Source: an optimization exercise on an open RTL-to-GDS flow (aim: small area, a short achievable clock period and few clock cycles). Production flows keep margins and buffers that such runs may drop.
Function was checked by simulation only, so behaviour that the tests miss may differ from the original.
Power and IR drop assume default switching activity.

## flow/design.v (module list and top-level ports; edited modules follow where they fit)
// module mmrc_mix: 411 lines
// module mmx_mul3: 474 lines
// module mmx_r4: 77 lines
module mmrc_mix (
    input  wire        clk,
    input  wire        rst,           
    input  wire        cmd_valid,
    output wire        cmd_ready,
    input  wire [31:0] cmd_word,
    output wire        resp_valid,
    output wire [31:0] resp_word
);
  // ...
==> flow/flow/run.sh <==
#!/bin/bash
# The standard layout (standard synthesis, floorplan, placement, CTS, routing),
# run by the standard.sh. The floorplan step's timing repair (gate sizing,
# buffer removal, pin swaps on the synthesised netlist) is asked to leave a
# setup margin of 10.5 ns, and the repair after CTS and global routing a margin
# of 9.5 ns, so the netlist is sized for a shorter achieved period than the
# clock's. The clock period and the constraints are the design's. Each
# standard.sh call's output is in its own log; ORFS keeps each step's log
# under orfs/logs.
set -euo pipefail
bash standard.sh SETUP_SLACK_MARGIN=10.5 synth floorplan > standard_floorplan.log 2>&1
bash standard.sh SETUP_SLACK_MARGIN=9.5 finish > standard.log 2>&1
==> flow/standard.sh <==
#!/bin/bash
# synth_recipe.tcl (not shown) runs the flow's synth.tcl, then flattens the netlist and writes it again
# the make line also repeats each setting of config.mk as NAME=value (left out here)
make -C /OpenROAD-flow-scripts/flow DESIGN_CONFIG=/design/flow/config.mk WORK_HOME=/design/flow/orfs CLKGATE_MAP_FILE= SYNTH_SCRIPT=/design/flow/synth_recipe.tcl "${@:-finish}"
==> flow/config.mk <==
export PLATFORM = sky130hd
export DESIGN_NAME = mmrc_mix
export DESIGN_NICKNAME = mmrc_mix
export VERILOG_FILES = /design/flow/design.v
export SDC_FILE = /design/flow/constraint.sdc
export NUM_CORES = 4
export LEC_CHECK = 0
export ABC_AREA = 1
export CAP_MARGIN = 20
export CORE_MARGIN = 2
export CORE_UTILIZATION = 58
export PLACE_DENSITY = 0.7
export SLEW_MARGIN = 20
==> flow/constraint.sdc <==
create_clock -name core_clock -period 16.0 [get_ports {clk}]
set_input_delay 3.2000 -clock core_clock [delete_from_list [all_inputs] [get_ports {clk}]]
set_output_delay 3.2000 -clock core_clock [all_outputs]
set_load 0.01 [all_outputs]
==> out/metrics.csv, run 1 <==
metric;value;unit
ys.warnings.count;1;
switching_part_of_the_total;29.5;%
timing.critical_path.from_type;flop;
worst_r2r_startpoint;mb_a[8];
multi_input_gate_share_of_the_layout_cell_area;51.6;%
status;no timing/DRC/antenna violations;
power.leakage;26.0;nW
layout_setup_ws;8940;ps
post-place-ws;7860;ps
signal_buffer_area_fraction;7.21;%
clock_latency;690;ps
combinational_family_with_the_most_area_after_synthesis;compound AO/OA/AOI/OAI gates;
setup_viol;0;
critical_path_peak_fanout;4;
setup_total_negative_slack;0;ps
max_slew.worst_pin.slew;1240;ps
final_nets;7326;
seqAreaFraction;27.3;%
clockRootBuffer;sky130_fd_sc_hd__clkbuf_16;
num_cts_buffers;79;
clock_tree_from_tritoncts;built;
num_antenna_cells;13;
fraction_of_the_yosys_area_taken_by_sequential_cells;32.5;%
synth_ff_type;sky130_fd_sc_hd__dfxtp_1;
internal_power;3.37;mW
post_synth_fa_ha_maj_area_fraction;16.9;%
non_clock_buffer_count;497;
port_buffers;62;
Testbench counts, summed over its fixed seeds: cycles 18,407.
==> run 2, diff against run 1 <==
--- a/flow/config.mk
+++ b/flow/config.mk
@@ -13 +13,2 @@
 export SLEW_MARGIN = 20
+export TNS_END_PERCENT = 0
==> run 2 against run 1 <==
Critical path type unchanged. Register-to-register slack got worse by 610 ps. Hold slack got worse by 6.2 ps. Critical endpoint is now resp_word[12]. Die area did not move. Via count fell by 3.6%. Clock skew rose by 7.9 ps. Utilization fell by 4.9 points. Synthesized cell count did not move.
==> out/metrics.csv, run 2 <==
metric;value;unit;change
critical_path_start_end_classification;reg2out;;unchanged
finalInstanceArea;57200;sq um;was 61400 sq um
whs_path_depth;2;;unchanged
clock_tree_from_tritoncts;built;;unchanged
die_height;301;um;unchanged
status;no timing/DRC/antenna violations;;unchanged
yosysTopAreaCell;sky130_fd_sc_hd__dfxtp_1;;unchanged
routed_wl;205;mm;was 211 mm
irDropWorstVdd;0.0000860;V;was 0.0000786 V
route.detailed.vias_per_inst;6.27;;about the same
synth_top_cells_by_count;sky130_fd_sc_hd__inv_1 (997), sky130_fd_sc_hd__nand2_1 (917), sky130_fd_sc_hd__dfxtp_1 (577);;unchanged
syn-instance-count;6460;;unchanged
grtUsageTotal;44.2;%;was 44.6%
grt_max_degree;113;;was 159
internal_power;3.28;mW;was 3.37 mW
synth_ff_type;sky130_fd_sc_hd__dfxtp_1;;unchanged
synthDistinctLibCells;67;;unchanged
power.share.sequential;44.5;%;was 43.5%
place_congestion;1.05;;was 1.07
grt_setup_unrepaired;yes;;unchanged
detailroute.via_count;48400;;was 50200
post-synth-top-area-fraction;22.5;%;unchanged
clock_path_buffers;3;;unchanged
setup_total_negative_slack;0;ps;unchanged
crit_path_cell_trace;nor2_1 > inv_1 > nor2_4 > inv_2 > nor2_4 > clkinvlp_4 > buf_4 > nor2_4 > inv_1 > nand4_1 > a2111oi_4 > nand2_2 > buf_4 > inv_1 > nand2_2 > nand4_1 > a21oi_2 > o21ai_1 > dlygate4sd2_1;;was a22o_1 > fa_2 > fa_2 > ha_4 > a21oi_4 > nor2_2 > a211oi_2 > o21ai_4 > a21oi_2 > xor2_2 > nand2_2 > nand2_4 > buf_6
global_route_wire_length_before_repair;295;mm;was 297 mm
maxCapViolCount;0;;unchanged
ys.warnings.count;1;;unchanged
core_area;88000;sq um;unchanged
setup_viol;0;;unchanged
syn-mean-instance-area;7.93;sq um;unchanged
min_from;v0[11];;was v0[4]
worst-r2r-setup-slack;8980;ps;was 9590 ps
most_frequent_cells_in_the_layout;sky130_fd_sc_hd__inv_1 (953), sky130_fd_sc_hd__nand2_1 (894), sky130_fd_sc_hd__o21ai_0 (546);;was sky130_fd_sc_hd__inv_1 (891), sky130_fd_sc_hd__nand2_1 (876), sky130_fd_sc_hd__o21ai_0 (536)
p_per_area;81.4;nW/um^2;was 77.8 nW/um^2
clock_latency;680;ps;was 690 ps
timing.final.crit_period;7210;ps;was 7060 ps
grt_pass1_vias;44800;;was 45200
final_nets;7042;;was 7326
slew_viol_final;0;;unchanged
die_w;301;um;unchanged
p_sw;1.37;mW;was 1.41 mW
worst_r2r_dst;v1[15];;was c1[15]
timing.critical_path.from_type;flop;;unchanged
area.growth.synth_to_final;11.5;%;was 19.9%
reg2reg_depth;22;;was 23
num_io_pins;69;;unchanged
port_buffers;62;;unchanged
numClockSinks;747;;unchanged
cts.hold.buffers_added;0;;unchanged
critPathMaxStageDelay;420;ps;was 590 ps
synth.top_cells.by_area;sky130_fd_sc_hd__dfxtp_1 (23%), sky130_fd_sc_hd__fa_1 (11%), sky130_fd_sc_hd__edfxtp_1 (10%);;unchanged
globalRoute.totalOverflow;0;;unchanged
worst_r2r_startpoint;mb_one[0];;was mb_a[8]
worstHoldEndpoint;mb_rw[11];;was mb_rw[4]
critical_path_arrival;4010;ps;was 3860 ps
row_count;109;;unchanged
cts.htree.levels;3;;unchanged
max_slew.worst_pin.slew;1310;ps;was 1240 ps
avgRoutedWirePerCell;26.6;um;was 26.4 um
num_cts_buffers;78;;was 79
clock_skew_after_layout;51.4;ps;was 43.5 ps
postSynth.asyncResetShare;0;%;unchanged
timing.fmax;0.139;GHz;was 0.142 GHz
crit_path_end_kind;output pin;;unchanged
switching_part_of_the_total;29.5;%;about the same
floorplan.initialDensity;58.3;%;unchanged
antenna_violations_before_repair;13;;was 18
comb_power_share;14.1;%;was 15.8%
fraction_of_the_yosys_area_taken_by_sequential_cells;32.5;%;unchanged
final_layout_size_suffix_gt1_share;9.52;%;was 17.3%
placed_area;52900;sq um;was 53100 sq um
post-route-period-util;45.1;%;was 44.1%
post_cts_clock_slew_at_the_launch_and_capture_registers_of_the_worst_setup_and_hold_paths;60;ps;about the same
worst_path_required_time;12800;ps;about the same
clock_power_share;41.4;%;was 40.7%
mappedNetlistArea;51300;sq um;unchanged
critical_path_peak_fanout;5;;was 4
drt_drc_violations_left;0;;unchanged
power.leakage;24.3;nW;was 26.0 nW
hold_class;reg2reg;;unchanged
kind_of_cell_adding_the_most_delay_to_the_critical_path;simple AND/OR/NAND/NOR gates;;was adder cells
drtAntennaViolNets;0;;unchanged
report.final.hold_viol_count;0;;unchanged
layout.cells.most_common;sky130_fd_sc_hd__inv_1;;unchanged
synthMostInstantiatedCell;sky130_fd_sc_hd__inv_1;;unchanged
number_of_buffers_and_inverters_on_the_critical_path;8;;was 1
max_slew_headroom_at_the_worst_pin;12.0;%;was 17.5%
synth-edff-count;170;;unchanged
firstDrtPassIters;8;;unchanged
dpl.hpwl;154;mm;was 152 mm
detailed_router_s_first_iteration_violation_count;6870;;was 7365
postSynthRegisterBits;747;;unchanged
layout.filler_cells;7619;;was 7131
clockRootBuffer;sky130_fd_sc_hd__clkbuf_16;;unchanged
die-area;90800;sq um;unchanged
timing.critical_path.slowest_stage_cell;sky130_fd_sc_hd__edfxtp_1;;was sky130_fd_sc_hd__fa_2
[run 2: changes by cell type in the layout (fill, tap and decap cells not counted), sizes merged, moves of 8 or more]
cell / delta
clkbuf: -10
buf: -296
dlygate4sd2: +12
clkdlybuf4s50: +8
clkinvlp: -51
inv: +50
[run 2: power by group through the flow]
stage | sequential, mW | combinational, mW | clock, mW
finish | 2.07 | 0.657 | 1.92
detailed placement | 2.11 | 0.595 | 0
global route | 2.07 | 0.699 | 1.99
CTS | 2.07 | 0.622 | 1.92
global placement | 2.11 | 0.589 | 0
floorplan | 2.09 | 0.377 | 0
[run 2: worst max-delay path by stage]
stage / startpoint / to / depth (start not counted)
CTS: dx1[0] / resp_word[13] / 13
finish: aq[2] / resp_word[12] / 19
detailed placement: cmd_word[16] / ma_neg[2] / 21
floorplan: nx2[0] / resp_word[21] / 14
global placement: cmd_word[16] / ma_neg[1] / 21
global route: aq[2] / resp_word[12] / 19
[run 2: worst reg2reg max path, cell delays in order, from the launching register on]
cell and delay (ps):
sky130_fd_sc_hd__dfxtp_1 420, sky130_fd_sc_hd__clkinv_1 490, sky130_fd_sc_hd__o22ai_1 390, sky130_fd_sc_hd__xor2_1 130
sky130_fd_sc_hd__fa_1 520, sky130_fd_sc_hd__inv_1 50, sky130_fd_sc_hd__fa_1 390, sky130_fd_sc_hd__fa_1 480
sky130_fd_sc_hd__fa_1 540, sky130_fd_sc_hd__inv_1 50, sky130_fd_sc_hd__fa_1 490, sky130_fd_sc_hd__inv_1 40
sky130_fd_sc_hd__ha_1 330, sky130_fd_sc_hd__a21oi_1 450, sky130_fd_sc_hd__o21ai_0 190, sky130_fd_sc_hd__a21oi_1 160
sky130_fd_sc_hd__nand3_1 250, sky130_fd_sc_hd__nand2_1 130, sky130_fd_sc_hd__o211ai_1 200, sky130_fd_sc_hd__a21oi_1 330
sky130_fd_sc_hd__nor3_1 80, sky130_fd_sc_hd__nor3_1 280, sky130_fd_sc_hd__xor2_2 380
[run 2: final cells by class]
cell class	count	area (sq um)	share of cell area [%]
antenna	6	15.0	0.0263
clock buffer	103	2140	3.74
clock inverter	41	556	0.972
inverter	1046	4040	7.07
multi-input combinational	4385	30400	53.2
sequential	747	16700	29.3
tap	1165	1460	2.55
timing repair buffer	218	1820	3.18
timing repair inverter	1	5.00	0.00876
[run 2: repair_timing]
action / 4_1_cts / 5_1_grt
pin swaps: 36 / 26
cloned: 3 / 1
endpoints found under the setup margin: 263 / 302
gates resized for setup: 193 / 81
setup buffers: 54 / 38
[run 2: stage by stage]
step / utilization [%] / hold WS [ps] / total power [mW] / setup slack [ps] / instances
finish: 65.0 / 443 / 4.65 / 8790 / 7712
detailed placement: 60.1 / 432 / 2.70 / 7570 / 7466
CTS: 64.3 / 443 / 4.61 / 8870 / 7667
floorplan: - / 420 / 2.46 / 10030 / 6465
global route: 65.0 / 466 / 4.77 / 8720 / 7706
global placement: 60.1 / 428 / 2.70 / 7740 / 7466
[run 2: cell families (layout without fill, tap and decap cells)]
| group | after synthesis | after routing | synth area share (%) |
|---|---|---|---|
| muxes | 19 | 19 | 0.373 |
| AOI/OAI and AO/OA | 1663 | 1664 | 18.6 |
| buffers and inverters | 1336 | 1409 | 9.94 |
| other | 1 | 12 | 0.00732 |
| xor gates and xnor gates | 421 | 421 | 7.19 |
| adders and majority gates | 530 | 530 | 16.9 |
| and+or+nand+nor | 1743 | 1745 | 14.5 |
| DFF | 747 | 747 | 32.5 |
[run 2: routing by layer]
layer  GRT usage [%]  wire (um)  share of wire [%]
met5               0         76              0.037
met4            26.0      15000                7.3
met3            11.0      24500                 12
met2            66.1      87200                 43
met1            57.9      78300                 38
==> run 3, diff against run 2 <==
--- a/flow/flow/run.sh
+++ b/flow/flow/run.sh
@@ -5,3 +5,3 @@
 # setup margin of 10.5 ns, and the repair after CTS and global routing a margin
-# of 9.5 ns, so the netlist is sized for a shorter achieved period than the
+# of 9.0 ns, so the netlist is sized for a shorter achieved period than the
 # clock's. The clock period and the constraints are the design's. Each
@@ -11,2 +11,2 @@
 bash standard.sh SETUP_SLACK_MARGIN=10.5 synth floorplan > standard_floorplan.log 2>&1
-bash standard.sh SETUP_SLACK_MARGIN=9.5 finish > standard.log 2>&1
+bash standard.sh SETUP_SLACK_MARGIN=9.0 finish > standard.log 2>&1
--- a/flow/config.mk
+++ b/flow/config.mk
@@ -13,2 +13 @@
 export SLEW_MARGIN = 20
-export TNS_END_PERCENT = 0
==> run 3 against run 2 <==
Still clean on timing, DRC and antenna. Power increased by 0.74%. Sequential power about the same. First-iteration DRC count grew 6.9%. Routed wire length fell by 0.63%. Hold slack improved by 11 ps. Clock skew down 13 ps. Sequential share of layout area decreased by 0.36 points. Critical path type unchanged. Largest cell class unchanged. Largest power group unchanged.
==> out/metrics.csv, run 3 <==
metric;value;unit;change
worst_path_required_time;12800;ps;about the same
post-route-period-util;45.0;%;was 45.1%
irDropWorstVdd;0.0000780;V;was 0.0000860 V
finalInstanceArea;57900;sq um;was 57200 sq um
syn-mean-instance-area;7.93;sq um;unchanged
layout.cells.most_common;sky130_fd_sc_hd__inv_1;;unchanged
syn-instance-count;6460;;unchanged
synth_compound_area_share;18.6;%;unchanged
drt_drc_violations_left;0;;unchanged
routed_wl;204;mm;was 205 mm
port_buffers;62;;unchanged
clockRootBuffer;sky130_fd_sc_hd__clkbuf_16;;unchanged
crit_path_end_kind;output pin;;unchanged
power.leakage;24.4;nW;was 24.3 nW
post-synth-top-area-fraction;22.5;%;unchanged
final_nets;7092;;was 7042
synthMostInstantiatedCell;sky130_fd_sc_hd__inv_1;;unchanged
synth-simple-area-share;14.5;%;unchanged
antenna_violations_before_repair;17;;was 13
ys.warnings.count;1;;unchanged
clock_tree_from_tritoncts;built;;unchanged
yosysTopAreaCell;sky130_fd_sc_hd__dfxtp_1;;unchanged
post_synth_fa_ha_maj_area_fraction;16.9;%;unchanged
post-place-ws;7860;ps;was 7570 ps
grt_setup_unrepaired;yes;;unchanged
area.growth.synth_to_final;12.9;%;was 11.5%
detailroute.via_count;48500;;was 48400
drtAntennaViolNets;0;;unchanged
most_frequent_cells_in_the_layout;sky130_fd_sc_hd__inv_1 (945), sky130_fd_sc_hd__nand2_1 (887), sky130_fd_sc_hd__dfxtp_1 (543);;was sky130_fd_sc_hd__inv_1 (953), sky130_fd_sc_hd__nand2_1 (894), sky130_fd_sc_hd__o21ai_0 (546)
synth_xor_area_share;7.19;%;unchanged
mappedNetlistArea;51300;sq um;unchanged
detailed_router_s_first_iteration_violation_count;7344;;was 6870
core_area;88000;sq um;unchanged
synth_top_cells_by_count;sky130_fd_sc_hd__inv_1 (997), sky130_fd_sc_hd__nand2_1 (917), sky130_fd_sc_hd__dfxtp_1 (577);;unchanged
final_layout_size_suffix_gt1_share;11.3;%;was 9.52%
postSynthRegisterBits;747;;unchanged
numClockSinks;747;;unchanged
status;no timing/DRC/antenna violations;;unchanged
row_count;109;;unchanged
report.final.hold_viol_count;0;;unchanged
globalRoute.totalOverflow;0;;unchanged
placed_area;53100;sq um;was 52900 sq um
synth.top_cells.by_area;sky130_fd_sc_hd__dfxtp_1 (23%), sky130_fd_sc_hd__fa_1 (11%), sky130_fd_sc_hd__edfxtp_1 (10%);;unchanged
avgRoutedWirePerCell;26.3;um;was 26.6 um
layout.core_utilization;65.8;%;was 65.0%
timing.final.crit_period;7200;ps;was 7210 ps
global_route_wire_length_before_repair;291;mm;was 295 mm
grt_max_degree;159;;was 113
critical_path_arrival;4000;ps;was 4010 ps
cts.htree.levels;3;;unchanged
num_io_pins;69;;unchanged
clock_path_buffers;3;;unchanged
place_congestion;1.07;;was 1.05
post_cts_clock_slew_at_the_launch_and_capture_registers_of_the_worst_setup_and_hold_paths;60;ps;about the same
dpl.hpwl;152;mm;was 154 mm
clock_skew_after_layout;38.1;ps;was 51.4 ps
fraction_of_the_yosys_area_taken_by_sequential_cells;32.5;%;unchanged
p_per_area;81.0;nW/um^2;was 81.4 nW/um^2
num_cts_buffers;79;;was 78
timing.fmax;0.139;GHz;about the same
die-area;90800;sq um;unchanged
hold_class;reg2reg;;unchanged
postSynth.asyncResetShare;0;%;unchanged
layout_setup_ws;8800;ps;was 8790 ps
floorplan.initialDensity;58.3;%;unchanged
combinational_family_with_the_most_area_after_synthesis;compound AO/OA/AOI/OAI gates;;unchanged
setup_total_negative_slack;0;ps;unchanged
synth_ff_type;sky130_fd_sc_hd__dfxtp_1;;unchanged
synth.area.mux_share;0.373;%;unchanged
timing.critical_path.from_type;flop;;unchanged
grt_pass1_vias;44500;;was 44800
setup_viol;0;;unchanged
grtUsageTotal;43.7;%;was 44.2%
critical_path_peak_fanout;5;;unchanged
synthDistinctLibCells;67;;unchanged
route.detailed.vias_per_inst;6.25;;was 6.27
die_w;301;um;unchanged
critical_path_start_end_classification;reg2out;;unchanged
maxCapViolCount;0;;unchanged
die_height;301;um;unchanged
synth-edff-count;170;;unchanged
max_slew.worst_pin.slew;1350;ps;was 1310 ps
clock_latency;680;ps;about the same
slew_viol_final;0;;unchanged
max_slew_headroom_at_the_worst_pin;9.93;%;was 12.0%
firstDrtPassIters;12;;was 8
run 3: cell counts after synthesis:
Identical to the previous run, type by type.
run 3: kinds of logic after synthesis:
kind of cell / Yosys count
DFF: 747
muxes: 19
adders and majority gates: 530
AOI/OAI and AO/OA: 1663
and+or+nand+nor: 1743
xor gates and xnor gates: 421
buffers and inverters: 1336
other: 1
run 3: worst max-delay path: stages (launching register included):
cell                         delay [ps]
sky130_fd_sc_hd__edfxtp_1           370
sky130_fd_sc_hd__nor2_1              60
sky130_fd_sc_hd__inv_1              130
sky130_fd_sc_hd__nor2_4              60
sky130_fd_sc_hd__inv_2              110
sky130_fd_sc_hd__nor2_4              70
sky130_fd_sc_hd__clkinvlp_4          70
sky130_fd_sc_hd__buf_4              170
sky130_fd_sc_hd__buf_4              130
sky130_fd_sc_hd__nor2_1              60
sky130_fd_sc_hd__inv_1              290
sky130_fd_sc_hd__o21ai_0            150
sky130_fd_sc_hd__a221oi_1           400
sky130_fd_sc_hd__o2111ai_1          200
sky130_fd_sc_hd__nor3_2             270
sky130_fd_sc_hd__o221ai_1           200
sky130_fd_sc_hd__a21oi_1            300
sky130_fd_sc_hd__nand2_4            130
sky130_fd_sc_hd__buf_6              140
run 3: stage by stage:
| stage | power [mW] | std cells | hold WS, ps |
|---|---|---|---|
| finish | 4.69 | 7766 | 454 |
| global route | 4.81 | 7760 | 488 |
| CTS | 4.64 | 7698 | 452 |
| detailed placement | 2.71 | 7471 | 436 |
| global placement | 2.71 | 7471 | 436 |
| floorplan | 2.47 | 6465 | 420 |
run 3: per-layer routing:
| metal | vias up | part of all wire (%) | track usage, % | wire length, um |
|---|---|---|---|---|
| met2 | 3251 | 43 | 65.7 | 87200 |
| met1 | 22900 | 39 | 58.2 | 78600 |
| met3 | 775 | 12 | 10.0 | 24300 |
| li1 | 21600 | - | - | - |
| met4 | 14 | 6.8 | 24.3 | 13800 |
| met5 | - | 0.041 | 0 | 84 |
run 3: final timing paths:
check,slack [ps],cells after the start,start,endpoint
setup reg to reg,9240,21,mb_neg[1],c0[15]
hold / removal,450,2,v0[4],mb_rw[4]
hold reg to reg,450,2,v0[4],mb_rw[4]
setup / recovery,8800,18,aq[3],resp_word[14]
run 3: cell type report:
| cell class | instances | area (sq um) |
|---|---|---|
| timing repair buffer | 267 | 2200 |
| sequential | 747 | 16700 |
| inverter | 1046 | 4090 |
| tap | 1165 | 1460 |
| fill | 7593 | 30100 |
| clock inverter | 37 | 499 |
| multi-input combinational | 4385 | 30700 |
| clock buffer | 110 | 2200 |
| antenna | 8 | 20.0 |
| timing repair inverter | 1 | 5.00 |
run 3: timing repair:
action                     4_1_cts  5_1_grt
gates resized for setup        192      117
gates cloned                     1        3
setup endpoints to repair       73      168
hold buffers                     0        0
pin swaps                       32       32
setup buffers                   79       57
run 3: power by group:
| part | leakage, nW | internal [mW] | switching [mW] | total, mW |
|---|---|---|---|---|
| clock network | 1.32 | 1.09 | 0.842 | 1.94 |
| logic | 16.9 | 0.208 | 0.466 | 0.674 |
| registers | 6.27 | 2.02 | 0.0586 | 2.08 |
==> run 4, diff against run 3 <==
--- a/flow/config.mk
+++ b/flow/config.mk
@@ -13 +13,2 @@
 export SLEW_MARGIN = 20
+export TNS_END_PERCENT = 0
==> run 4 against run 3 <==
Via count shrank 0.24%. First-iteration DRC count is 12% lower. Die area unchanged. Area after synthesis unchanged. Register-to-register slack worse by 370 ps. Fmax down 1.5%. Design area down 1.6%. Largest power group unchanged. Highest routed layer unchanged.
==> out/metrics.csv, run 4 <==
metric;value;unit;change
die-area;90800;sq um;unchanged
clock_tree_from_tritoncts;built;;unchanged
grt_setup_unrepaired;yes;;unchanged
crit_path_end_kind;output pin;;unchanged
cts.htree.levels;3;;unchanged
detailroute.via_count;48400;;was 48500
switching_part_of_the_total;29.4;%;was 29.1%
area.growth.synth_to_final;11.1;%;was 12.9%
synthMostInstantiatedCell;sky130_fd_sc_hd__inv_1;;unchanged
die_height;301;um;unchanged
internal_power;3.27;mW;was 3.32 mW
critPathMaxStageDelay;560;ps;was 400 ps
post-route-period-util;45.7;%;was 45.0%
numClockSinks;747;;unchanged
most_frequent_cells_in_the_layout;sky130_fd_sc_hd__inv_1 (961), sky130_fd_sc_hd__nand2_1 (899), sky130_fd_sc_hd__dfxtp_1 (549);;was sky130_fd_sc_hd__inv_1 (945), sky130_fd_sc_hd__nand2_1 (887), sky130_fd_sc_hd__dfxtp_1 (543)
firstDrtPassIters;9;;was 12
synth_top_cells_by_count;sky130_fd_sc_hd__inv_1 (997), sky130_fd_sc_hd__nand2_1 (917), sky130_fd_sc_hd__dfxtp_1 (577);;unchanged
fraction_of_the_yosys_area_taken_by_sequential_cells;32.5;%;unchanged
post-synth-top-area-fraction;22.5;%;unchanged
dpl.hpwl;154;mm;was 152 mm
timing.critical_path.from_type;flop;;unchanged
detailed_router_s_first_iteration_violation_count;6430;;was 7344
final_layout_size_suffix_gt1_share;9.04;%;was 11.3%
timing.fmax;0.137;GHz;was 0.139 GHz
setup_total_negative_slack;0;ps;unchanged
post-place-ws;7570;ps;was 7860 ps
report.final.hold_viol_count;0;;unchanged
synth.top_cells.by_area;sky130_fd_sc_hd__dfxtp_1 (23%), sky130_fd_sc_hd__fa_1 (11%), sky130_fd_sc_hd__edfxtp_1 (10%);;unchanged
avgRoutedWirePerCell;26.6;um;was 26.3 um
irDropWorstVdd;0.0000860;V;was 0.0000780 V
antenna_violations_before_repair;16;;was 17
critical_path_arrival;4110;ps;was 4000 ps
p_per_area;81.4;nW/um^2;was 81.0 nW/um^2
maxCapViolCount;0;;unchanged
yosysTopAreaCell;sky130_fd_sc_hd__dfxtp_1;;unchanged
comb_power_share;13.9;%;was 14.4%
power.leakage;24.2;nW;was 24.4 nW
num_io_pins;69;;unchanged
path_common_cell;sky130_fd_sc_hd__nand3_2;;
core_area;88000;sq um;unchanged
postSynthRegisterBits;747;;unchanged
place_congestion;1.05;;was 1.07
clock_skew_after_layout;49.3;ps;was 38.1 ps
grt_pass1_vias;44700;;was 44500
grt_max_degree;113;;was 159
timing.final.crit_period;7310;ps;was 7200 ps
clock_latency;690;ps;was 680 ps
hold_class;reg2reg;;unchanged
p_sw;1.36;mW;was 1.37 mW
number_of_buffers_and_inverters_on_the_critical_path;3;;was 7
synth-edff-count;170;;unchanged
port_buffers;62;;unchanged
clockRootBuffer;sky130_fd_sc_hd__clkbuf_16;;unchanged
critical_path_peak_fanout;12;;was 5
syn-mean-instance-area;7.93;sq um;unchanged
row_count;109;;unchanged
synth_ff_type;sky130_fd_sc_hd__dfxtp_1;;unchanged
layout.cells.most_common;sky130_fd_sc_hd__inv_1;;unchanged
max_slew_headroom_at_the_worst_pin;11.0;%;was 9.93%
setup_viol;0;;unchanged
power.share.sequential;44.6;%;was 44.3%
post_cts_clock_slew_at_the_launch_and_capture_registers_of_the_worst_setup_and_hold_paths;60;ps;about the same
num_cts_buffers;78;;was 79
critical_path_start_end_classification;reg2out;;unchanged
drt_drc_violations_left;0;;unchanged
final_nets;7038;;was 7092
timing.critical_path.slowest_stage_cell;sky130_fd_sc_hd__clkdlybuf4s50_1;;was sky130_fd_sc_hd__a221oi_1
layout.core_utilization;64.8;%;was 65.8%
globalRoute.totalOverflow;0;;unchanged
route.detailed.vias_per_inst;6.28;;was 6.25
fin_total_pwr;4.64;mW;was 4.69 mW
placed_area;52900;sq um;was 53100 sq um
global_route_wire_length_before_repair;293;mm;was 291 mm
slew_viol_final;0;;unchanged
kind_of_cell_adding_the_most_delay_to_the_critical_path;simple AND/OR/NAND/NOR gates;;was compound AO/OA/AOI/OAI gates
postSynth.asyncResetShare;0;%;unchanged
syn-instance-count;6460;;unchanged
synthDistinctLibCells;67;;unchanged
ys.warnings.count;1;;unchanged
clock_power_share;41.4;%;was 41.3%
finalInstanceArea;57000;sq um;was 57900 sq um
worst_path_required_time;12800;ps;about the same
die_w;301;um;unchanged
floorplan.initialDensity;58.3;%;unchanged
mappedNetlistArea;51300;sq um;unchanged
layout_setup_ws;8690;ps;was 8800 ps
clock_path_buffers;3;;unchanged
routed_wl;205;mm;was 204 mm
grtUsageTotal;43.9;%;was 43.7%
crit_path_cell_trace;buf_4 > nor2_1 > nand3_2 > nor2_2 > inv_2 > o22ai_1 > nor3_1 > nand2_1 > o221ai_2 > nand3_2 > clkdlybuf4s50_1;;was nor2_1 > inv_1 > nor2_4 > inv_2 > nor2_4 > clkinvlp_4 > buf_4 > buf_4 > nor2_1 > inv_1 > o21ai_0 > a221oi_1 > o2111ai_1 > nor3_2 > o221ai_1 > a21oi_1 > nand2_4 > buf_6
drtAntennaViolNets;0;;unchanged
max_slew.worst_pin.slew;1330;ps;was 1350 ps
status;no timing/DRC/antenna violations;;unchanged
run 4: cell counts after synthesis:
Identical to the previous run, type by type.
run 4: final timing paths:
path              depth (start not counted)           end  slack, ps  startpoint
hold / removal                            2     mb_rw[11]        440      v0[11]
hold reg to reg                           2     mb_rw[11]        440      v0[11]
setup reg to reg                         21        v1[15]       8870   mb_neg[1]
setup / recovery                         11  resp_word[1]       8690       aq[3]
run 4: cell families (layout without fill, tap and decap cells):
group	Yosys count	after routing	synth area share (%)
fa+ha+maj	530	530	16.9
buf+inv	1336	1405	9.94
compound gates	1663	1664	18.6
mux	19	19	0.373
flops	747	747	32.5
xor+xnor	421	421	7.19
other cells	1	13	0.00732
simple gates	1743	1745	14.5
run 4: final cells by class:
class	instances	area [sq um]
Inverter	1046	4030
Timing Repair inverter	1	5.00
Fill cell	7666	31000
Tap cell	1165	1460
Timing Repair Buffer	214	1790
Sequential cell	747	16700
Antenna cell	7	17.5
Clock inverter	41	556
Multi-Input combinational cell	4385	30300
Clock buffer	103	2140
run 4: per-stage QoR:
| stage | hold slack [ps] | instances |
|---|---|---|
| finish | 443 | 7709 |
| global route | 466 | 7703 |
| CTS | 443 | 7646 |
| detailed placement | 432 | 7466 |
| global placement | 428 | 7466 |
| floorplan | 420 | 6465 |
run 4: worst reg2reg max path, delay by kind of cell, from the launching register on:
kind,cells,cell delay [ps]
fa+ha+maj,6,2770
compound gates,5,1350
xor+xnor,2,810
simple gates,4,660
flops,1,640
buf+inv,4,610
run 4: timing repair:
item	CTS	global route
resized for setup	138	80
endpoints found under the setup margin	122	201
setup buffers	35	53
pin swaps	21	18
hold buffers	0	0
gates cloned	1	3
run 4: power by group through the flow:
stage	sequential, mW	clock (mW)	combinational (mW)
2_1_floorplan	2.09	0	0.377
3_3_place_gp	2.11	0	0.589
3_5_place_dp	2.11	0	0.595
4_1_cts	2.07	1.92	0.611
5_1_grt	2.07	1.99	0.688
6_report	2.07	1.92	0.646
run 4: per-layer routing:
metal	GRT usage [%]	share of wire, %
met3	9.93	12
met5	0	0.028
met2	65.6	42
met1	58.2	38
met4	26.3	7.1
==> run 5, diff against run 4 <==
--- a/flow/config.mk
+++ b/flow/config.mk
@@ -13,2 +13,2 @@
 export SLEW_MARGIN = 20
-export TNS_END_PERCENT = 0
+export TNS_END_PERCENT = 20
==> run 5 against run 4 <==
Non-clock buffer count up 5. Largest power group unchanged. Synthesized cell count unchanged. Design area up 0.60%. Final cell count about the same. Global-route usage down 0.061 points. Count of clock-buffer cells in the layout down 2. First-iteration DRC count up 8.2%. Highest routed layer unchanged. Critical path depth up 6. Utilization up 0.39 points.
==> out/metrics.csv, run 5 <==
metric;value;unit;change
status;no timing/DRC/antenna violations;;unchanged
floorplan.initialDensity;58.3;%;unchanged
grt_max_degree;95;;was 113
row_count;109;;unchanged
timing.fmax;0.136;GHz;was 0.137 GHz
timing.critical_path.from_type;flop;;unchanged
whs_path_depth;2;;unchanged
timing.final.crit_period;7360;ps;was 7310 ps
ys.warnings.count;1;;unchanged
clock_latency;660;ps;was 690 ps
globalRoute.totalOverflow;0;;unchanged
critical_path_peak_fanout;5;;was 12
clockRootBuffer;sky130_fd_sc_hd__clkbuf_16;;unchanged
synth_top_cells_by_count;sky130_fd_sc_hd__inv_1 (997), sky130_fd_sc_hd__nand2_1 (917), sky130_fd_sc_hd__dfxtp_1 (577);;unchanged
postSynth.asyncResetShare;0;%;unchanged
numClockSinks;747;;unchanged
drt_drc_violations_left;0;;unchanged
clock_path_buffers;3;;unchanged
p_per_area;80.8;nW/um^2;was 81.4 nW/um^2
area.growth.synth_to_final;11.8;%;was 11.1%
dpl.hpwl;153;mm;was 154 mm
yosysTopAreaCell;sky130_fd_sc_hd__dfxtp_1;;unchanged
core_area;88000;sq um;unchanged
switching_part_of_the_total;28.4;%;was 29.4%
critical_path_start_end_classification;reg2out;;unchanged
fraction_of_the_yosys_area_taken_by_sequential_cells;32.5;%;unchanged
timing.critical_path.slowest_stage_cell;sky130_fd_sc_hd__edfxtp_1;;was sky130_fd_sc_hd__clkdlybuf4s50_1
routed_wl;204;mm;was 205 mm
clock_power_share;41.3;%;was 41.4%
final_layout_size_suffix_gt1_share;9.85;%;was 9.04%
layout.cells.most_common;sky130_fd_sc_hd__inv_1;;unchanged
grt_pass1_vias;44600;;was 44700
final_nets;7038;;unchanged
worst_path_required_time;12800;ps;about the same
power.leakage;24.3;nW;was 24.2 nW
setup_viol;0;;unchanged
crit_path_cell_trace;nor2_1 > inv_1 > nor2_4 > inv_2 > nor2_4 > clkinvlp_4 > buf_4 > nor2_2 > inv_1 > o22ai_1 > a21oi_1 > nand4_1 > a2111oi_1 > o21ai_0 > nand2_1 > nand4_1 > dlygate4sd2_1;;was buf_4 > nor2_1 > nand3_2 > nor2_2 > inv_2 > o22ai_1 > nor3_1 > nand2_1 > o221ai_2 > nand3_2 > clkdlybuf4s50_1
synthMostInstantiatedCell;sky130_fd_sc_hd__inv_1;;unchanged
setup_total_negative_slack;0;ps;unchanged
most_frequent_cells_in_the_layout;sky130_fd_sc_hd__inv_1 (957), sky130_fd_sc_hd__nand2_1 (896), sky130_fd_sc_hd__dfxtp_1 (544);;was sky130_fd_sc_hd__inv_1 (961), sky130_fd_sc_hd__nand2_1 (899), sky130_fd_sc_hd__dfxtp_1 (549)
combined_area_of_the_multi_input_logic_cells;30500;sq um;was 30300 sq um
firstDrtPassIters;8;;was 9
comb_power_share;14.0;%;was 13.9%
synth_ff_type;sky130_fd_sc_hd__dfxtp_1;;unchanged
avgRoutedWirePerCell;26.4;um;was 26.6 um
slew_viol_final;0;;unchanged
die-area;90800;sq um;unchanged
drtAntennaViolNets;0;;unchanged
post_cts_clock_slew_at_the_launch_and_capture_registers_of_the_worst_setup_and_hold_paths;60;ps;about the same
critPathMaxStageDelay;420;ps;was 560 ps
num_io_pins;69;;unchanged
reg2reg_depth;19;;was 21
synth-edff-count;170;;unchanged
max_slew.worst_pin.slew;1190;ps;was 1330 ps
max_slew_headroom_at_the_worst_pin;20.5;%;was 11.0%
num_cts_buffers;75;;was 78
power.share.sequential;44.7;%;was 44.6%
antenna_violations_before_repair;14;;was 16
postSynthRegisterBits;747;;unchanged
clock_tree_from_tritoncts;built;;unchanged
grt_setup_unrepaired;yes;;unchanged
p_sw;1.31;mW;was 1.36 mW
clock_skew_after_layout;28.8;ps;was 49.3 ps
die_w;301;um;unchanged
syn-mean-instance-area;7.93;sq um;unchanged
hold_class;reg2reg;;unchanged
layout.filler_cells;7666;;unchanged
port_buffers;62;;unchanged
post-synth-top-area-fraction;22.5;%;unchanged
layout.area.seq;16700;sq um;about the same
syn-instance-count;6460;;unchanged
irDropWorstVdd;0.0000816;V;was 0.0000860 V
post-route-period-util;46.0;%;was 45.7%
fin_total_pwr;4.63;mW;was 4.64 mW
grtUsageTotal;43.9;%;about the same
crit_path_end_kind;output pin;;unchanged
global_route_wire_length_before_repair;294;mm;was 293 mm
die_height;301;um;unchanged
maxCapViolCount;0;;unchanged
report.final.hold_viol_count;0;;unchanged
synthDistinctLibCells;67;;unchanged
cts.htree.levels;3;;unchanged
critical_path_arrival;4160;ps;was 4110 ps
mappedNetlistArea;51300;sq um;unchanged
route.detailed.vias_per_inst;6.25;;was 6.28
place_congestion;1.16;;was 1.05
detailed_router_s_first_iteration_violation_count;6955;;was 6430
internal_power;3.32;mW;was 3.27 mW
synth.top_cells.by_area;sky130_fd_sc_hd__dfxtp_1 (23%), sky130_fd_sc_hd__fa_1 (11%), sky130_fd_sc_hd__edfxtp_1 (10%);;unchanged
detailroute.via_count;48200;;was 48400
## run 5: cell counts after synthesis
Identical to the previous run, type by type.
## run 5: kinds of logic after synthesis
family / synth area share, %
muxes: 0.373
and+or+nand+nor: 14.5
DFF: 32.5
xor gates and xnor gates: 7.19
buffers and inverters: 9.94
other: 0.00732
AOI/OAI and AO/OA: 18.6
adders and majority gates: 16.9
## run 5: worst paths after layout
kind | slack (ps) | from | end
setup / recovery | 8640 | aq[3] | resp_word[5]
hold / removal | 450 | out_c[15] | out_c[15]
setup reg to reg | 9190 | ma_neg[2] | g0[12]
hold reg to reg | 450 | out_c[15] | out_c[15]
## run 5: power by group through the flow
stage | registers (mW) | clock network, mW | logic (mW)
2_1_floorplan | 2.09 | 0 | 0.381
3_3_place_gp | 2.11 | 0 | 0.589
3_5_place_dp | 2.11 | 0 | 0.595
6_report | 2.07 | 1.91 | 0.648
5_1_grt | 2.07 | 1.98 | 0.692
4_1_cts | 2.07 | 1.91 | 0.618
## run 5: stage by stage
step	setup slack (ps)	cells	hold slack [ps]	cell area (sq um)	util (%)
2_1_floorplan	10030	6465	420	51600	-
3_3_place_gp	7440	7465	431	53000	60.2
3_5_place_dp	7400	7465	433	53000	60.3
4_1_cts	8740	7661	443	56700	64.5
5_1_grt	8660	7701	462	57300	65.1
6_report	8640	7712	446	57300	65.1
## run 5: final cells by class
cell class / instances / area share [%]
multi-input combinational: 4384 / 53.2
sequential: 747 / 29.2
inverter: 1046 / 7.10
clock buffer: 101 / 3.89
timing repair buffer: 219 / 3.28
tap: 1165 / 2.54
clock inverter: 38 / 0.753
antenna: 12 / 0.0524
## run 5: layer usage
layer	GRT usage, %	vias to the layer above	part of all wire [%]
met4	26.1	8	7.1
met2	64.8	3323	42
met5	0	-	0.028
met1	58.2	22600	38
li1	-	21500	-
met3	10.8	757	12
## run 5: what timing repair did
action / 4_1_cts / 5_1_grt
setup endpoints to repair: 95 / 201
resized for setup: 216 / 64
buffers inserted: 57 / 35
hold buffers: 0 / 0
pin swaps: 31 / 6
gates cloned: 0 / 2
## run 5: critical path: cells and delay by family (launching register included)
kind,cells,cell delay [ps]
and+or+nand+nor,7,1030
DFF,1,420
buffers and inverters,6,1150
AOI/OAI and AO/OA,4,900
==> run 6, diff against run 5 <==
--- a/flow/config.mk
+++ b/flow/config.mk
@@ -10,5 +10,5 @@
 export CORE_MARGIN = 2
-export CORE_UTILIZATION = 58
-export PLACE_DENSITY = 0.7
+export CORE_UTILIZATION = 64
+export PLACE_DENSITY = 0.75
 export SLEW_MARGIN = 20
-export TNS_END_PERCENT = 20
+export TNS_END_PERCENT = 0
==> run 6 against run 5 <==
Hold slack barely moved. Area after synthesis unchanged. Clock power fell by 2%. Routed wire length down 0.81%. Critical path type unchanged. Largest cell class unchanged.
==> out/metrics.csv, run 6 <==
metric;value;unit;change
routed_wl;202;mm;was 204 mm
yosysTopAreaCell;sky130_fd_sc_hd__dfxtp_1;;unchanged
synth_top_cells_by_count;sky130_fd_sc_hd__inv_1 (997), sky130_fd_sc_hd__nand2_1 (917), sky130_fd_sc_hd__dfxtp_1 (577);;unchanged
synthMostInstantiatedCell;sky130_fd_sc_hd__inv_1;;unchanged
setup_total_negative_slack;0;ps;unchanged
die-area;82400;sq um;was 90800 sq um
num_io_pins;69;;unchanged
drtAntennaViolNets;0;;unchanged
detailed_router_s_first_iteration_violation_count;7283;;was 6955
timing.final.crit_period;7340;ps;was 7360 ps
cts.htree.levels;3;;unchanged
floorplan.initialDensity;64.8;%;was 58.3%
post-place-ws;7680;ps;was 7400 ps
grt_max_degree;159;;was 95
die_height;287;um;was 301 um
timing.critical_path.depth;10;;was 17
dpl.hpwl;151;mm;was 153 mm
setup_viol;0;;unchanged
clock_latency;680;ps;was 660 ps
number_of_buffers_and_inverters_on_the_critical_path;3;;was 6
synth_ff_type;sky130_fd_sc_hd__dfxtp_1;;unchanged
power.leakage;24.1;nW;was 24.3 nW
crit_path_end_kind;output pin;;unchanged
place_congestion;1.09;;was 1.16
mappedNetlistArea;51300;sq um;unchanged
clock_skew_after_layout;54.2;ps;was 28.8 ps
whs_path_depth;2;;unchanged
max_slew_headroom_at_the_worst_pin;4.61;%;was 20.5%
row_count;103;;was 109
firstDrtPassIters;9;;was 8
grt_pass1_vias;46000;;was 44600
hold_class;reg2reg;;unchanged
report.final.hold_viol_count;0;;unchanged
critical_path_arrival;4140;ps;was 4160 ps
timing.fmax;0.136;GHz;about the same
clock_tree_from_tritoncts;built;;unchanged
irDropWorstVdd;0.000107;V;was 0.0000816 V
route.detailed.vias_per_inst;6.48;;was 6.25
synth-edff-count;170;;unchanged
core_area;79100;sq um;was 88000 sq um
post_cts_clock_slew_at_the_launch_and_capture_registers_of_the_worst_setup_and_hold_paths;70;ps;was 60 ps
clockRootBuffer;sky130_fd_sc_hd__clkbuf_16;;unchanged
drt_drc_violations_left;0;;unchanged
fraction_of_the_yosys_area_taken_by_sequential_cells;32.5;%;unchanged
area.growth.synth_to_final;10.7;%;was 11.8%
timing.critical_path.slowest_stage_cell;sky130_fd_sc_hd__clkdlybuf4s50_1;;was sky130_fd_sc_hd__edfxtp_1
status;no timing/DRC/antenna violations;;unchanged
numClockSinks;747;;unchanged
layout.cells.most_common;sky130_fd_sc_hd__inv_1;;unchanged
layout_setup_ws;8660;ps;was 8640 ps
post-synth-top-area-fraction;22.5;%;unchanged
port_buffers;62;;unchanged
critical_path_start_end_classification;reg2out;;unchanged
p_per_area;80.6;nW/um^2;was 80.8 nW/um^2
critPathMaxStageDelay;530;ps;was 420 ps
critical_path_peak_fanout;21;;was 5
antenna_violations_before_repair;15;;was 14
reg2reg_depth;21;;was 19
ys.warnings.count;1;;unchanged
postSynthRegisterBits;747;;unchanged
globalRoute.totalOverflow;0;;unchanged
max_slew.worst_pin.slew;1430;ps;was 1190 ps
num_cts_buffers;77;;was 75
postSynth.asyncResetShare;0;%;unchanged
avgRoutedWirePerCell;26.7;um;was 26.4 um
grt_setup_unrepaired;yes;;unchanged
syn-mean-instance-area;7.93;sq um;unchanged
post-place-cells;7355;;was 7465
global_route_wire_length_before_repair;291;mm;was 294 mm
die_w;287;um;was 301 um
clock_path_buffers;3;;unchanged
synth.top_cells.by_area;sky130_fd_sc_hd__dfxtp_1 (23%), sky130_fd_sc_hd__fa_1 (11%), sky130_fd_sc_hd__edfxtp_1 (10%);;unchanged
synthDistinctLibCells;67;;unchanged
cts.hold.buffers_added;0;;unchanged
slew_viol_final;0;;unchanged
timing.critical_path.from_type;flop;;unchanged
grtUsageTotal;47.7;%;was 43.9%
detailroute.via_count;49100;;was 48200
crit_path_cell_trace;buf_6 > mux2i_4 > nor2_1 > nor2_2 > inv_2 > a221oi_1 > a31oi_1 > a211oi_2 > nand3_1 > clkdlybuf4s50_1;;was nor2_1 > inv_1 > nor2_4 > inv_2 > nor2_4 > clkinvlp_4 > buf_4 > nor2_2 > inv_1 > o22ai_1 > a21oi_1 > nand4_1 > a2111oi_1 > o21ai_0 > nand2_1 > nand4_1 > dlygate4sd2_1
most_frequent_cells_in_the_layout;sky130_fd_sc_hd__inv_1 (963), sky130_fd_sc_hd__nand2_1 (903), sky130_fd_sc_hd__o21ai_0 (548);;was sky130_fd_sc_hd__inv_1 (957), sky130_fd_sc_hd__nand2_1 (896), sky130_fd_sc_hd__dfxtp_1 (544)
syn-instance-count;6460;;unchanged
kind_of_cell_adding_the_most_delay_to_the_critical_path;buffers and inverters;;unchanged
final_nets;7025;;was 7038
post-route-period-util;45.9;%;was 46.0%
finalNonFillerCells;7579;;was 7712
worst_path_required_time;12800;ps;about the same
final_layout_size_suffix_gt1_share;8.85;%;was 9.85%
maxCapViolCount;0;;unchanged
run 6: cell counts after synthesis:
No cell type changed its count.
run 6: worst min-delay path: stages (launching register included):
cell,delay [ps]
sky130_fd_sc_hd__edfxtp_1,320
sky130_fd_sc_hd__nand2_1,50
sky130_fd_sc_hd__o21ai_0,50
run 6: cell type report:
type / instances / area (sq um)
Clock buffer: 111 / 2260
Timing Repair Buffer: 202 / 1670
Antenna cell: 6 / 15.0
Tap cell: 1050 / 1310
Clock inverter: 31 / 347
Sequential cell: 747 / 16700
Fill cell: 6189 / 22400
Multi-Input combinational cell: 4385 / 30300
Timing Repair inverter: 1 / 5.00
Inverter: 1046 / 4030
run 6: metal layers:
layer / part of all wire, % / wire, um / global-route usage, %
met1: 36 / 72300 / 60.1
met3: 14 / 29000 / 15.0
met5: 0.059 / 120 / 0
met2: 41 / 83600 / 70.2
met4: 8.6 / 17400 / 31.9
run 6: power breakdown:
part           total, mW  internal [mW]  leakage [nW]  switching (mW)
sequential          2.07           2.02          6.27          0.0551
combinational      0.626          0.191          16.6           0.435
clock               1.87           1.04          1.26           0.825
total               4.57           3.25          24.1            1.32
run 6: stage by stage:
stage               utilization, %  cell area (sq um)  power (mW)  hold slack [ps]
global route                  71.7              56700        4.67              463
global placement              66.7              52700        2.67              433
detailed placement            66.7              52800        2.68              434
finish                        71.7              56700        4.57              446
floorplan                        -              51500        2.46              420
CTS                           70.8              56000        4.51              450
run 6: timing repair:
item / 4_1_cts / 5_1_grt
setup endpoints to repair: 114 / 155
endpoints found under the hold margin: 0 / 0
gates resized for setup: 141 / 84
pin swaps: 26 / 29
gates cloned: 2 / 2
setup buffers: 29 / 42
run 6: cell families (layout without fill, tap and decap cells):
kind of cell | count (synthesis) | count (layout) | share of synthesized area, %
simple gates | 1743 | 1745 | 14.5
mux | 19 | 19 | 0.373
compound gates | 1663 | 1664 | 18.6
other cells | 1 | 12 | 0.00732
flops | 747 | 747 | 32.5
fa+ha+maj | 530 | 530 | 16.9
buf+inv | 1336 | 1391 | 9.94
xor+xnor | 421 | 421 | 7.19
run 6: worst paths after layout:
check,from,to,slack [ps]
worst max-delay path,pend,resp_word[1],8660
worst min-delay path,v0[3],mb_rw[3],450
worst max register to register,mb_neg[5],v1[15],8940
worst min register to register,v0[3],mb_rw[3],450
==> run 7, diff against run 6 <==
--- a/flow/flow/run.sh
+++ b/flow/flow/run.sh
@@ -5,3 +5,3 @@
 # setup margin of 10.5 ns, and the repair after CTS and global routing a margin
-# of 9.0 ns, so the netlist is sized for a shorter achieved period than the
+# of 8.5 ns, so the netlist is sized for a shorter achieved period than the
 # clock's. The clock period and the constraints are the design's. Each
@@ -11,2 +11,2 @@
 bash standard.sh SETUP_SLACK_MARGIN=10.5 synth floorplan > standard_floorplan.log 2>&1
-bash standard.sh SETUP_SLACK_MARGIN=9.0 finish > standard.log 2>&1
+bash standard.sh SETUP_SLACK_MARGIN=8.5 finish > standard.log 2>&1
--- a/flow/config.mk
+++ b/flow/config.mk
@@ -10,5 +10,4 @@
 export CORE_MARGIN = 2
-export CORE_UTILIZATION = 64
-export PLACE_DENSITY = 0.75
+export CORE_UTILIZATION = 58
+export PLACE_DENSITY = 0.7
 export SLEW_MARGIN = 20
-export TNS_END_PERCENT = 0
==> run 7 against run 6 <==
Still clean. Final cell count rose by 1.1%. Synthesized cell count did not move. Hold slack improved by 2.9 ps. Global-route usage fell by 4.3 points. Routed wire length fell by 0.79%. Sequential share of layout area barely moved. Via count fell by 2.8%. Largest power group unchanged.
==> out/metrics.csv, run 7 <==
metric;value;unit;change
fraction_of_the_yosys_area_taken_by_sequential_cells;32.5;%;unchanged
synthMostInstantiatedCell;sky130_fd_sc_hd__inv_1;;unchanged
row_count;109;;was 103
clock_power_share;41.7;%;was 40.9%
syn-instance-count;6460;;unchanged
slew_viol_final;0;;unchanged
post-synth-top-area-fraction;22.5;%;unchanged
worst_r2r_dst;c1[15];;was v1[15]
hold_slack;449;ps;was 446 ps
numClockSinks;747;;unchanged
worst_path_required_time;12800;ps;about the same
dpl.hpwl;152;mm;was 151 mm
clockRootBuffer;sky130_fd_sc_hd__clkbuf_16;;unchanged
critical_path_start_end_classification;reg2out;;unchanged
cts.hold.buffers_added;0;;unchanged
max_slew_headroom_at_the_worst_pin;12.3;%;was 4.61%
crit_path_end_kind;output pin;;unchanged
maxCapViolCount;0;;unchanged
status;no timing/DRC/antenna violations;;unchanged
global_route_wire_length_before_repair;289;mm;was 291 mm
max_slew.worst_pin.slew;1310;ps;was 1430 ps
syn-mean-instance-area;7.93;sq um;unchanged
timing.critical_path.from_type;flop;;unchanged
irDropWorstVdd;0.0000771;V;was 0.000107 V
grt_pass1_vias;44100;;was 46000
critical_path_arrival;4320;ps;was 4140 ps
comb_power_share;13.7;%;about the same
area.growth.synth_to_final;10.3;%;was 10.7%
power.leakage;23.9;nW;was 24.1 nW
cts.htree.levels;3;;unchanged
routed_wl;201;mm;was 202 mm
critical_path_peak_fanout;10;;was 21
setup_viol;0;;unchanged
detailed_router_s_first_iteration_violation_count;7030;;was 7283
antenna_violations_before_repair;13;;was 15
final_layout_size_suffix_gt1_share;8.27;%;was 8.85%
yosysTopAreaCell;sky130_fd_sc_hd__dfxtp_1;;unchanged
clock_skew_after_layout;39.2;ps;was 54.2 ps
synth-edff-count;170;;unchanged
detailroute.via_count;47800;;was 49100
clock_tree_from_tritoncts;built;;unchanged
drt_drc_violations_left;0;;unchanged
die_height;301;um;was 287 um
report.final.hold_viol_count;0;;unchanged
core_area;88000;sq um;was 79100 sq um
grt_setup_unrepaired;yes;;unchanged
mappedNetlistArea;51300;sq um;unchanged
timing.fmax;0.133;GHz;was 0.136 GHz
timing.final.crit_period;7520;ps;was 7340 ps
ys.warnings.count;1;;unchanged
worst_r2r_startpoint;mb_neg[4];;was mb_neg[5]
hold_class;reg2reg;;unchanged
p_sw;1.35;mW;was 1.32 mW
grtUsageTotal;43.3;%;was 47.7%
worst-r2r-setup-slack;8770;ps;was 8940 ps
synth_top_cells_by_count;sky130_fd_sc_hd__inv_1 (997), sky130_fd_sc_hd__nand2_1 (917), sky130_fd_sc_hd__dfxtp_1 (577);;unchanged
final_nets;6990;;was 7025
postSynthRegisterBits;747;;unchanged
port_buffers;62;;unchanged
reg2reg_depth;21;;unchanged
floorplan.initialDensity;58.3;%;was 64.8%
post_cts_clock_slew_at_the_launch_and_capture_registers_of_the_worst_setup_and_hold_paths;60;ps;was 70 ps
most_frequent_cells_in_the_layout;sky130_fd_sc_hd__inv_1 (966), sky130_fd_sc_hd__nand2_1 (899), sky130_fd_sc_hd__dfxtp_1 (555);;was sky130_fd_sc_hd__inv_1 (963), sky130_fd_sc_hd__nand2_1 (903), sky130_fd_sc_hd__o21ai_0 (548)
endpoint;resp_word[4];;was resp_word[1]
clock_path_buffers;3;;unchanged
crit_start;aq[0];;was pend
globalRoute.totalOverflow;0;;unchanged
postSynth.asyncResetShare;0;%;unchanged
num_cts_buffers;79;;was 77
route.detailed.vias_per_inst;6.24;;was 6.48
drtAntennaViolNets;0;;unchanged
synthDistinctLibCells;67;;unchanged
synth_ff_type;sky130_fd_sc_hd__dfxtp_1;;unchanged
setup_total_negative_slack;0;ps;unchanged
die-area;90800;sq um;was 82400 sq um
min_from;v0[4];;was v0[3]
die_w;301;um;was 287 um
internal_power;3.30;mW;was 3.25 mW
num_io_pins;69;;unchanged
place_congestion;1.07;;was 1.09
post-route-period-util;47.0;%;was 45.9%
p_per_area;82.3;nW/um^2;was 80.6 nW/um^2
avgRoutedWirePerCell;26.2;um;was 26.7 um
whs_path_depth;2;;unchanged
power.share.sequential;44.7;%;was 45.4%
switching_part_of_the_total;28.9;%;was 28.8%
clock_latency;680;ps;about the same
firstDrtPassIters;7;;was 9
layout.cells.most_common;sky130_fd_sc_hd__inv_1;;unchanged
grt_max_degree;159;;unchanged
synth.top_cells.by_area;sky130_fd_sc_hd__dfxtp_1 (23%), sky130_fd_sc_hd__fa_1 (11%), sky130_fd_sc_hd__edfxtp_1 (10%);;unchanged
==> run 7: cell types whose count changed in the layout (fill, tap and decap cells not counted), moves of 6 or more <==
cell | previous run | this run
sky130_fd_sc_hd__buf_4 | 138 | 103
sky130_fd_sc_hd__clkdlybuf4s50_1 | 40 | 54
sky130_fd_sc_hd__dlygate4sd2_1 | 10 | 1
sky130_fd_sc_hd__nand3_1 | 182 | 173
sky130_fd_sc_hd__dfxtp_1 | 547 | 555
sky130_fd_sc_hd__nand3_2 | 7 | 15
sky130_fd_sc_hd__clkinv_2 | 15 | 22
sky130_fd_sc_hd__o21ai_0 | 548 | 541
sky130_fd_sc_hd__o21ai_1 | 29 | 36
sky130_fd_sc_hd__a221oi_1 | 34 | 40
==> run 7: how the worst min path moves through the flow <==
stage | endpoint | slack, ps
detailed placement | mb_rw[4] | 440
global route | out_t[13] | 490
finish | mb_rw[4] | 450
global placement | mb_rw[11] | 440
CTS | mb_rw[4] | 450
floorplan | out_c[15] | 420
==> run 7: kinds of logic (layout without fill, tap and decap cells) <==
family	after synthesis	in the layout	share of synthesized area [%]
mux	19	19	0.373
buf+inv	1336	1362	9.94
flops	747	747	32.5
xor+xnor	421	421	7.19
simple gates	1743	1743	14.5
compound gates	1663	1663	18.6
fa+ha+maj	530	530	16.9
other cells	1	11	0.00732
==> run 7: what timing repair did <==
action / in CTS / in global routing
pin swaps: 10 / 8
cloned: 0 / 1
setup endpoints to repair: 21 / 52
resized for setup: 65 / 47
endpoints found under the hold margin: 0 / 0
setup buffers: 22 / 14
==> run 7: area by class of cell <==
type | count | area [sq um]
flip-flops and latches | 747 | 16700
repair inverters | 1 | 5.00
inverters | 1046 | 4020
diodes | 5 | 12.5
clock buffers | 110 | 2200
well taps | 1165 | 1460
clock inverters | 37 | 499
repair buffers | 168 | 1470
fillers | 7747 | 31400
multi-input cells | 4382 | 30200
==> run 7: power by group through the flow <==
stage	Combinational [mW]	Clock [mW]	Sequential [mW]
finish	0.636	1.94	2.08
global route	0.678	2.01	2.08
CTS	0.609	1.93	2.07
detailed placement	0.599	0	2.11
global placement	0.593	0	2.11
floorplan	0.384	0	2.09
==> run 7: worst max-delay path: stages, from the launching register on <==
cell	delay, ps
sky130_fd_sc_hd__edfxtp_1	500
sky130_fd_sc_hd__inv_1	180
sky130_fd_sc_hd__nor2_1	120
sky130_fd_sc_hd__nand2_1	190
sky130_fd_sc_hd__nor2_2	480
sky130_fd_sc_hd__clkinv_2	380
sky130_fd_sc_hd__o22ai_1	350
sky130_fd_sc_hd__a221oi_1	140
sky130_fd_sc_hd__nand4_1	150
sky130_fd_sc_hd__a221oi_1	100
sky130_fd_sc_hd__o21ai_1	210
sky130_fd_sc_hd__nand2_1	130
sky130_fd_sc_hd__nand3_1	160
sky130_fd_sc_hd__clkdlybuf4s50_1	560
==> run 7: stage by stage <==
| step | std cells | utilization (%) | power, mW | cell area, sq um | setup WS (ps) |
|---|---|---|---|---|---|
| floorplan | 6465 | - | 2.47 | 51800 | 10030 |
| global placement | 7471 | 60.4 | 2.71 | 53100 | 7880 |
| detailed placement | 7471 | 60.4 | 2.71 | 53100 | 7860 |
| CTS | 7640 | 63.9 | 4.62 | 56200 | 8410 |
| global route | 7657 | 64.3 | 4.77 | 56500 | 8450 |
| finish | 7661 | 64.3 | 4.65 | 56500 | 8480 |
==> run 7: per-layer routing <==
metal	vias to the layer above	part of all wire, %	track usage (%)	wire [um]
li1	21300	-	-	-
met1	22600	39	58.4	78700
met2	3116	43	65.0	85500
met3	714	11	9.03	22900
met4	8	6.8	24.3	13600
met5	-	0.021	0	42
==> run 8, diff against run 7 <==
--- a/flow/flow/run.sh
+++ b/flow/flow/run.sh
@@ -5,3 +5,3 @@
 # setup margin of 10.5 ns, and the repair after CTS and global routing a margin
-# of 8.5 ns, so the netlist is sized for a shorter achieved period than the
+# of 10.0 ns, so the netlist is sized for a shorter achieved period than the
 # clock's. The clock period and the constraints are the design's. Each
@@ -11,2 +11,2 @@
 bash standard.sh SETUP_SLACK_MARGIN=10.5 synth floorplan > standard_floorplan.log 2>&1
-bash standard.sh SETUP_SLACK_MARGIN=8.5 finish > standard.log 2>&1
+bash standard.sh SETUP_SLACK_MARGIN=10.0 finish > standard.log 2>&1
--- a/flow/config.mk
+++ b/flow/config.mk
@@ -13 +13,2 @@
 export SLEW_MARGIN = 20
+export TNS_END_PERCENT = 0
==> run 8 against run 7 <==
Count of clock-buffer cells in the layout shrank 7. Largest power group unchanged. Register-to-register slack gained 210 ps. Clock power is essentially flat. Highest routed layer unchanged.
==> out/metrics.csv, run 8 <==
metric;value;unit;change
wl_met1;78.3;mm;was 78.7 mm
post-place-cells;7466;;was 7471
routed.top_layer;met5;;unchanged
wl_met2;87.2;mm;was 85.5 mm
comb_power_share;14.1;%;was 13.7%
grt_max_degree;113;;was 159
grtUsageTotal;44.2;%;was 43.3%
firstDrtPassIters;8;;was 7
hold_slack;443;ps;was 449 ps
report.final.hold_viol_count;0;;unchanged
row_count;109;;unchanged
drtAntennaViolNets;0;;unchanged
globalRoute.totalOverflow;0;;unchanged
clock_skew_after_layout;51.4;ps;was 39.2 ps
route.detailed.vias_per_inst;6.27;;was 6.24
place_congestion;1.05;;was 1.07
most_frequent_cells_in_the_layout;sky130_fd_sc_hd__inv_1 (953), sky130_fd_sc_hd__nand2_1 (894), sky130_fd_sc_hd__o21ai_0 (546);;was sky130_fd_sc_hd__inv_1 (966), sky130_fd_sc_hd__nand2_1 (899), sky130_fd_sc_hd__dfxtp_1 (555)
slew_viol_final;0;;unchanged
fraction_of_the_yosys_area_taken_by_sequential_cells;32.5;%;unchanged
p_per_area;81.4;nW/um^2;was 82.3 nW/um^2
setup_viol;0;;unchanged
cts.htree.levels;3;;unchanged
dpl.hpwl;154;mm;was 152 mm
area.growth.synth_to_final;11.5;%;was 10.3%
syn-mean-instance-area;7.93;sq um;unchanged
post_cts_clock_slew_at_the_launch_and_capture_registers_of_the_worst_setup_and_hold_paths;60;ps;about the same
num_cts_buffers;78;;was 79
crit_path_end_kind;output pin;;unchanged
postSynthRegisterBits;747;;unchanged
irDropWorstVdd;0.0000860;V;was 0.0000771 V
layout.area.seq;16700;sq um;about the same
detailroute.via_count;48400;;was 47800
max_slew_headroom_at_the_worst_pin;12.0;%;was 12.3%
setup_total_negative_slack;0;ps;unchanged
worst_path_required_time;12800;ps;about the same
die_height;301;um;unchanged
switching_part_of_the_total;29.5;%;was 28.9%
clock_tree_from_tritoncts;built;;unchanged
cts.hold.buffers_added;0;;unchanged
num_io_pins;69;;unchanged
grt_pass1_vias;44800;;was 44100
drt_drc_violations_left;0;;unchanged
syn-instance-count;6460;;unchanged
internal_power;3.28;mW;was 3.30 mW
routed-wl-met3;24.5;mm;was 22.9 mm
maxCapViolCount;0;;unchanged
max_slew.worst_pin.slew;1310;ps;about the same
timing.critical_path.from_type;flop;;unchanged
layout.filler_cells;7619;;was 7747
global_route_wire_length_before_repair;295;mm;was 289 mm
antenna_violations_before_repair;13;;unchanged
power.leakage;24.3;nW;was 23.9 nW
synth-edff-count;170;;unchanged
critical_path_peak_fanout;5;;was 10
post-route-period-util;45.1;%;was 47.0%
port_buffers;62;;unchanged
die-area;90800;sq um;unchanged
detailed_router_s_first_iteration_violation_count;6870;;was 7030
synthDistinctLibCells;67;;unchanged
layout.cells.most_common;sky130_fd_sc_hd__inv_1;;unchanged
timing.fmax;0.139;GHz;was 0.133 GHz
combined_area_of_the_multi_input_logic_cells;30400;sq um;was 30200 sq um
power.share.sequential;44.5;%;was 44.7%
routed_wl;205;mm;was 201 mm
final_nets;7042;;was 6990
timing.final.crit_period;7210;ps;was 7520 ps
hold_class;reg2reg;;unchanged
final_layout_size_suffix_gt1_share;9.52;%;was 8.27%
numClockSinks;747;;unchanged
die_w;301;um;unchanged
ys.warnings.count;1;;unchanged
yosysTopAreaCell;sky130_fd_sc_hd__dfxtp_1;;unchanged
floorplan.initialDensity;58.3;%;unchanged
p_sw;1.37;mW;was 1.35 mW
postSynth.asyncResetShare;0;%;unchanged
synth_ff_type;sky130_fd_sc_hd__dfxtp_1;;unchanged
clockRootBuffer;sky130_fd_sc_hd__clkbuf_16;;unchanged
synthMostInstantiatedCell;sky130_fd_sc_hd__inv_1;;unchanged
critical_path_start_end_classification;reg2out;;unchanged
status;no timing/DRC/antenna violations;;unchanged
mappedNetlistArea;51300;sq um;unchanged
post-synth-top-area-fraction;22.5;%;unchanged
grt_setup_unrepaired;yes;;unchanged
synth_top_cells_by_count;sky130_fd_sc_hd__inv_1 (997), sky130_fd_sc_hd__nand2_1 (917), sky130_fd_sc_hd__dfxtp_1 (577);;unchanged
clock_power_share;41.4;%;was 41.7%
clock_latency;680;ps;about the same
core_area;88000;sq um;unchanged
critical_path_arrival;4010;ps;was 4320 ps
synth.top_cells.by_area;sky130_fd_sc_hd__dfxtp_1 (23%), sky130_fd_sc_hd__fa_1 (11%), sky130_fd_sc_hd__edfxtp_1 (10%);;unchanged
avgRoutedWirePerCell;26.6;um;was 26.2 um
finalNonFillerCells;7712;;was 7661
clock_path_buffers;3;;unchanged
==> run 8: final timing paths <==
| check | from | endpoint | slack, ps | cells past startpoint |
|---|---|---|---|---|
| setup / recovery | aq[2] | resp_word[12] | 8790 | 19 |
| hold reg to reg | v0[11] | mb_rw[11] | 440 | 2 |
| hold / removal | v0[11] | mb_rw[11] | 440 | 2 |
| setup reg to reg | mb_one[0] | v1[15] | 8980 | 22 |
==> run 8: per-layer routing <==
layer	vias up	track usage [%]
li1	21500	-
met1	22900	57.9
met2	3231	66.1
met3	800	11.0
met4	12	26.0
met5	-	0
==> run 8: cell type report <==
type	count	area share, %
timing repair buffer	218	3.18
tap	1165	2.55
sequential	747	29.3
multi-input combinational	4385	53.2
inverter	1046	7.07
antenna	6	0.0263
timing repair inverter	1	0.00876
clock buffer	103	3.74
clock inverter	41	0.972
==> run 8: power groups by stage <==
stage,registers (mW),logic [mW],clock network (mW)
after detailed placement,2.11,0.595,0
after floorplan,2.09,0.377,0
after global placement,2.11,0.589,0
after CTS,2.07,0.622,1.92
final,2.07,0.657,1.92
after global routing,2.07,0.699,1.99
==> run 8: cell families (layout without fill, tap and decap cells) <==
logic type | after synthesis | count (layout) | share of synthesized area (%)
AOI/OAI and AO/OA | 1663 | 1664 | 18.6
buffers and inverters | 1336 | 1409 | 9.94
and+or+nand+nor | 1743 | 1745 | 14.5
adders and majority gates | 530 | 530 | 16.9
xor gates and xnor gates | 421 | 421 | 7.19
other | 1 | 12 | 0.00732
DFF | 747 | 747 | 32.5
muxes | 19 | 19 | 0.373
==> run 8: worst max-delay path: stages, from the launching register on <==
cell and delay, ps:
sky130_fd_sc_hd__edfxtp_1 420, sky130_fd_sc_hd__nor2_1 120, sky130_fd_sc_hd__inv_1 90, sky130_fd_sc_hd__nor2_4 150
sky130_fd_sc_hd__inv_2 100, sky130_fd_sc_hd__nor2_4 210, sky130_fd_sc_hd__clkinvlp_4 290, sky130_fd_sc_hd__buf_4 220
sky130_fd_sc_hd__nor2_4 100, sky130_fd_sc_hd__inv_1 40, sky130_fd_sc_hd__nand4_1 120, sky130_fd_sc_hd__a2111oi_4 60
sky130_fd_sc_hd__nand2_2 120, sky130_fd_sc_hd__buf_4 130, sky130_fd_sc_hd__inv_1 70, sky130_fd_sc_hd__nand2_2 130
sky130_fd_sc_hd__nand4_1 320, sky130_fd_sc_hd__a21oi_2 230, sky130_fd_sc_hd__o21ai_1 120, sky130_fd_sc_hd__dlygate4sd2_1 330
==> run 8: metrics by stage <==
step / util [%] / power [mW] / area, sq um / setup WS, ps
4_1_cts: 64.3 / 4.61 / 56600 / 8870
5_1_grt: 65.0 / 4.77 / 57100 / 8720
3_5_place_dp: 60.1 / 2.70 / 52900 / 7570
6_report: 65.0 / 4.65 / 57200 / 8790
2_1_floorplan: - / 2.46 / 51500 / 10030
3_3_place_gp: 60.1 / 2.70 / 52900 / 7740
==> run 8: what timing repair did <==
| item | CTS | global route |
|---|---|---|
| setup endpoints to repair | 329 | 344 |
| gates resized for setup | 193 | 81 |
| cloned | 3 | 1 |
| setup buffers | 54 | 38 |
| pin swaps | 36 | 26 |

==> separate check: timing with driven ports <==
How much do the figures lean on ideal ports? The routed layouts below were timed once more, with nothing changed but the port constraints. Step 1 assumes that a clkbuf_16 drives the clock port and a buf_2 every other input. Step 2, shift: input delay + t, output delay - t, t = (earliest + latest rising clock arrival at the registers) / 2. This alone moves slack from input paths to output paths. Three values: no drivers, after step 1, after step 2; two values: the first two.
run	t, ns	setup WS [ns]
run 1	0.739	8.943 / 8.867 / 8.928
run 2	0.736	8.785 / 8.707 / 8.202
run 3	0.739	8.795 / 8.721 / 8.435
run 4	0.734	8.688 / 8.614 / 8.260
run 5	0.718	8.637 / 8.569 / 8.176
run 6	0.717	8.662 / 8.592 / 8.212
run 7	0.738	8.479 / 8.404 / 8.078
run 8	0.736	8.785 / 8.707 / 8.202
After both steps every run listed still meets setup and hold.
